Source: an optimization exercise on an open RTL-to-GDS flow (aim: small area, a short achievable clock period and few clock cycles). Production flows keep margins and buffers that such runs may drop.
In this exercise RTL edits were held to simulation tests only and were not proved equivalent to the original.

==> inputs of exp/fjord <==
==> flow/design.v (excerpt) <==
module sbcodec (
    input  wire        clk,
    input  wire        rst,
    input  wire        reg_wr,
    input  wire [3:0]  reg_addr,
    input  wire [63:0] reg_wdata,
    output reg  [63:0] reg_rdata,
    output wire        busy,
    input  wire        in_valid,
    input  wire [7:0]  in_data,
    output wire        in_ready,
    output wire        out_valid,
    output wire [7:0]  out_data,
    input  wire        out_ready
);
    localparam [3:0] C_OK = 4'd0, C_MAL = 4'd1, C_HTL = 4'd2, C_BADH = 4'd3,
                     C_UNDER = 4'd4, C_OFULL = 4'd5, C_ERANGE = 4'd6,
                     C_EXPR = 4'd8, C_ILL = 4'd9;
    reg [63:0] val_r, rval_r, mant_r;
    reg [7:0]  expo_r;
    reg [5:0]  cfg_r;
    reg [3:0]  st_code;
    reg        st_nf, st_ovl;
    reg [5:0]  st_cnt;
    reg        sk1, sk2, sk3, sk6, sk8, sk9;
    reg [255:0] inq;              
    reg [5:0]   in_cnt;
  ...
==> flow/config.mk <==
export PLATFORM = sky130hd
export DESIGN_NAME = sbcodec
export DESIGN_NICKNAME = sbcodec
export VERILOG_FILES = /design/flow/design.v
export SDC_FILE = /design/flow/constraint.sdc
export NUM_CORES = 8
export LEC_CHECK = 0
export CAP_MARGIN = 20
export CORE_MARGIN = 2
export CORE_UTILIZATION = 40
export SLEW_MARGIN = 20
==> flow/constraint.sdc <==
create_clock -name core_clock -period 12.0 [get_ports {clk}]
set_input_delay 2.4000 -clock core_clock [delete_from_list [all_inputs] [get_ports {clk}]]
set_output_delay 2.4000 -clock core_clock [all_outputs]
set_load 0.01 [all_outputs]
standard.sh (not shown) runs the stock make flow with config.mk's settings and CLKGATE_MAP_FILE= SYNTH_SCRIPT=/design/flow/synth_recipe.tcl, a recipe that flattens the netlist after the stock synthesis.
==> flow/flow/run.sh <==
#!/bin/bash
# The standard layout (standard.sh: the standard synthesis, then ORFS
# floorplan to finish), with these settings changed on make's command line:
#  - BUFFER_PORTS_ARGS makes the port buffers plain buf_4 cells (the default
#    choice is a delay-type buffer);
#  - MATCH_CELL_FOOTPRINT=0 lets the resizer size cells across footprints;
#  - SETUP_SLACK_MARGIN=5.9 makes repair_timing aim for 5.9 ns of setup slack
#    at the design's 12 ns clock;
#  - POST_GLOBAL_ROUTE_TCL runs flow/post_grt.tcl at the end of global
#    routing: a repair_design pass with 25% slew and capacitance margins
#    after the timing repair, and incremental routing of what it changed.
# The clock, constraints and everything else are the standard flow's. make's
# full output goes to make_finish.log; ORFS keeps each step's log under orfs/logs.
set -euo pipefail
bash standard.sh MATCH_CELL_FOOTPRINT=0 SETUP_SLACK_MARGIN=5.9 \
    "BUFFER_PORTS_ARGS=-buffer_cell sky130_fd_sc_hd__buf_4" \
    "POST_GLOBAL_ROUTE_TCL=$PWD/flow/post_grt.tcl" finish > make_finish.log 2>&1
==> flow/flow/post_grt.tcl <==
# Hook run by ORFS at the end of global routing (POST_GLOBAL_ROUTE_TCL), after
# its own repair_design and repair_timing: repair_timing's moves can leave
# nets near their slew and capacitance limits, which the extracted parasitics
# of the final layout then exceed. Repair them again with a margin, then
# route the changed nets incrementally, as ORFS does after its repairs.
puts "post global route: repair_design with margins"
log_cmd repair_design -slew_margin 25 -cap_margin 25 -verbose
log_cmd global_route -start_incremental
log_cmd detailed_placement
log_cmd global_route -end_incremental \
  -congestion_report_file $::env(REPORTS_DIR)/congestion_post_hook.rpt
log_cmd estimate_parasitics -global_routing
==> exp/delta: changes against exp/fjord <==
--- a/flow/design.v
+++ b/flow/design.v
@@ -526,21 +526,21 @@
     wire [63:0] x_wr   = reg_addr[1] ? (reg_wdata ^ {64{reg_wdata[63]}}) : reg_wdata;
     wire        cx_a   = (cw_op == 4'hA);
     wire        cx_d   = (cw_op[2:0] == 3'b111);
     wire        cx_h   = (cw_op == 4'h9) & hmode & xv & (oe | oh0);      
     wire [63:0] x_cmd  = cx_a ? acc_n : cx_d ? (xm ? dq : (mant_r ^ {64{mant_r[63]}})) : cx_h ? dq : val_r;
     wire        x_cen  = cx_a ? bg_step : cx_d ? (!xm | encd_div) : 1'b1;
-    wire [63:0] x_idle = wr46 ? x_wr : cmd ? x_cmd : bg_step ? acc_n : dq;
-    wire        x_ien  = wr46 | (cmd ? x_cen : (bg_step | (xm & encd_div)));
+    wire [63:0] x_idle = wr46 ? x_wr : cmd_w ? x_cmd : bg_step ? acc_n : dq;
+    wire        x_ien  = wr46 | (cmd_w ? (lg6 & x_cen) : (bg_step | (xm & encd_div)));
     wire [63:0] x_busy = j_encd ? (encd_div ? dq : m_enc) : j_ins ? {{7{xs}}, x[63:7]} :
                          j_hgen ? dq : acc_n;
     wire        x_ben  = j_encd | (j_ins & (nleft != 4'd0) & oh0) | (j_hgen & oh0) | (j_hparse & (wleft != 6'd0));
     always @(posedge clk) if (busy_r ? x_ben : x_ien) x <= busy_r ? x_busy : x_idle;
     always @(posedge clk) begin
         if (idle) begin
-            if (cmd) begin
+            if (cmd_w) begin
                 if (cw_op[2:0] == 3'b111) begin                  
                     if (xm) begin
                         e9 <= encd_div ? ez1 : ez;
                     end else begin
                         msgn <= mant_r[63];
                         e9 <= {expo_r[7], expo_r};
@@ -611,13 +611,13 @@
         end
         pbv <= bg_push & !(wr_i && (reg_addr == 4'd3 || reg_addr == 4'd4 || reg_addr == 4'd6));
         ainit <= !busy_r | j_wait;
         if (bg_push & in_e)  bg_pos <= 6'd0;
         else if (bg_step)    bg_pos <= bg_pos + 6'd1;
         if (busy_r)                              bg_ok <= bg_ok & j_wait & !rm0;
-        else if (cmd)                            bg_ok <= bg_ok & (cw_op == 4'hA) & !rm0;
+        else if (cmd_w)                          bg_ok <= bg_ok & (cw_op == 4'hA) & !rm0 & lg6;
         else if (wr_i && (reg_addr == 4'd3 || reg_addr == 4'd4 || reg_addr == 4'd6)) bg_ok <= 1'b0;
         else if (bg_push & in_e)                 bg_ok <= 1'b1;
         if (rst) begin
             xm <= 1'b0; xv <= 1'b0; bg_ok <= 1'b0; pbv <= 1'b0;
         end
     end
- CORE_UTILIZATION: 40 -> 50
==> exp/pepper: changes against exp/fjord <==
--- a/flow/design.v
+++ b/flow/design.v
@@ -526,21 +526,21 @@
     wire [63:0] x_wr   = reg_addr[1] ? (reg_wdata ^ {64{reg_wdata[63]}}) : reg_wdata;
     wire        cx_a   = (cw_op == 4'hA);
     wire        cx_d   = (cw_op[2:0] == 3'b111);
     wire        cx_h   = (cw_op == 4'h9) & hmode & xv & (oe | oh0);      
     wire [63:0] x_cmd  = cx_a ? acc_n : cx_d ? (xm ? dq : (mant_r ^ {64{mant_r[63]}})) : cx_h ? dq : val_r;
     wire        x_cen  = cx_a ? bg_step : cx_d ? (!xm | encd_div) : 1'b1;
-    wire [63:0] x_idle = wr46 ? x_wr : cmd ? x_cmd : bg_step ? acc_n : dq;
-    wire        x_ien  = wr46 | (cmd ? x_cen : (bg_step | (xm & encd_div)));
+    wire [63:0] x_idle = wr46 ? x_wr : cmd_w ? x_cmd : bg_step ? acc_n : dq;
+    wire        x_ien  = wr46 | (cmd_w ? (lg6 & x_cen) : (bg_step | (xm & encd_div)));
     wire [63:0] x_busy = j_encd ? (encd_div ? dq : m_enc) : j_ins ? {{7{xs}}, x[63:7]} :
                          j_hgen ? dq : acc_n;
     wire        x_ben  = j_encd | (j_ins & (nleft != 4'd0) & oh0) | (j_hgen & oh0) | (j_hparse & (wleft != 6'd0));
     always @(posedge clk) if (busy_r ? x_ben : x_ien) x <= busy_r ? x_busy : x_idle;
     always @(posedge clk) begin
         if (idle) begin
-            if (cmd) begin
+            if (cmd_w) begin
                 if (cw_op[2:0] == 3'b111) begin                  
                     if (xm) begin
                         e9 <= encd_div ? ez1 : ez;
                     end else begin
                         msgn <= mant_r[63];
                         e9 <= {expo_r[7], expo_r};
@@ -611,13 +611,13 @@
         end
         pbv <= bg_push & !(wr_i && (reg_addr == 4'd3 || reg_addr == 4'd4 || reg_addr == 4'd6));
         ainit <= !busy_r | j_wait;
         if (bg_push & in_e)  bg_pos <= 6'd0;
         else if (bg_step)    bg_pos <= bg_pos + 6'd1;
         if (busy_r)                              bg_ok <= bg_ok & j_wait & !rm0;
-        else if (cmd)                            bg_ok <= bg_ok & (cw_op == 4'hA) & !rm0;
+        else if (cmd_w)                          bg_ok <= bg_ok & (cw_op == 4'hA) & !rm0 & lg6;
         else if (wr_i && (reg_addr == 4'd3 || reg_addr == 4'd4 || reg_addr == 4'd6)) bg_ok <= 1'b0;
         else if (bg_push & in_e)                 bg_ok <= 1'b1;
         if (rst) begin
             xm <= 1'b0; xv <= 1'b0; bg_ok <= 1'b0; pbv <= 1'b0;
         end
     end
==> run summary <==
- Sequential share of layout area, lowest first: exp/delta, exp/pepper, exp/fjord.
- Final area: exp/fjord < exp/pepper < exp/delta.
- Final cell count: exp/delta < exp/pepper < exp/fjord.
- Register-to-register slack, lowest first: exp/delta, exp/fjord, exp/pepper.
- The lowest hold slack belongs to exp/fjord, the highest to exp/pepper.
- Flip-flop and latch count is the same in exp/pepper and exp/delta.
- Of exp/pepper and exp/delta, exp/pepper has the higher setup slack (gap 0.0098 ns).
==> figures <==
quantity	exp/pepper	exp/delta	exp/fjord
Required @ worst endpoint	9.60 ns	12.63 ns	12.56 ns
Final core utilization	46.7%	59.6%	45.7%
Post-Synth Simple-Gate Area	17.6%	17.6%	18.2%
Synthesis-to-layout area growth	16.0%	18.1%	13.6%
Proportion of layout cells with a drive suffix above 1	18.6%	20.9%	16.4%
Number of standard cells after synthesis	9,872	9,872	10,165
Final Non-Filler Cells	12,638	12,206	12,814
Multi-input gate share of total cell area	56.2%	56.4%	57.4%
Met2 wire length	181,000 um	177,000 um	179,000 um
First-pass GRT wire length	630,000 um	621,000 um	627,000 um
Non-clk buf share	7.88%	9.06%	6.18%
Result of the run	no timing/DRC/antenna violations	no timing/DRC/antenna violations	no timing/DRC/antenna violations
Synth Area per Inst	8.33 um2	8.33 um2	8.19 um2
Most common cell in the synthesized netlist	nor2_1	nor2_1	nand2_1
Grt met3 use	16.2%	23.4%	16.4%
Kind of start point of the critical path	input pin	flop	input pin
Crit path largest cell delay	0.68 ns	0.46 ns	1.18 ns
Post-route cell area	0.0954 mm2	0.0971 mm2	0.0946 mm2
Total number of placement rows	166	148	167
Startpoint of the lowest-slack register-to-register path	x[47]	x[61]	x[2]
Testbench counts of exp/fjord, summed over its fixed seeds: cycles 28,537.
Testbench counts of exp/delta, summed over its fixed seeds: cycles 28,537.
Testbench counts of exp/pepper, summed over its fixed seeds: cycles 28,537.

port drivers added, routing unchanged:
In the flow no input, the clock included, has a driving cell. The finished layouts below were timed again as built, in two steps.
Step 1: set_driving_cell puts a clkbuf_16 on clk and a buf_2 on each other input, an assumption about the parent block.
Step 2 moves the port delays by t, midway between the first and last clock arrival at a register: inputs arrive t later, outputs are due t later. That takes back most of the time a late clock gives input paths.
Slacks: no drivers / after step 1 / after step 2; pairs: no drivers / after step 1.
| run | t (ns) | slack for setup (ns) | slew at the worst register clock pin (ns) |
|---|---|---|---|
| exp/fjord | 0.871 | 5.411 / 5.379 / 4.508 | 0.07 / 0.07 |
| exp/delta | 0.890 | 5.627 / 5.167 / 4.808 | 0.07 / 0.07 |
| exp/pepper | 0.904 | 5.637 / 5.148 / 5.025 | 0.07 / 0.07 |
After both steps setup and hold are still met in every run listed. The setup slack of exp/fjord, which loses most, moves by -0.032 ns with the drivers and by -0.903 ns with both steps.
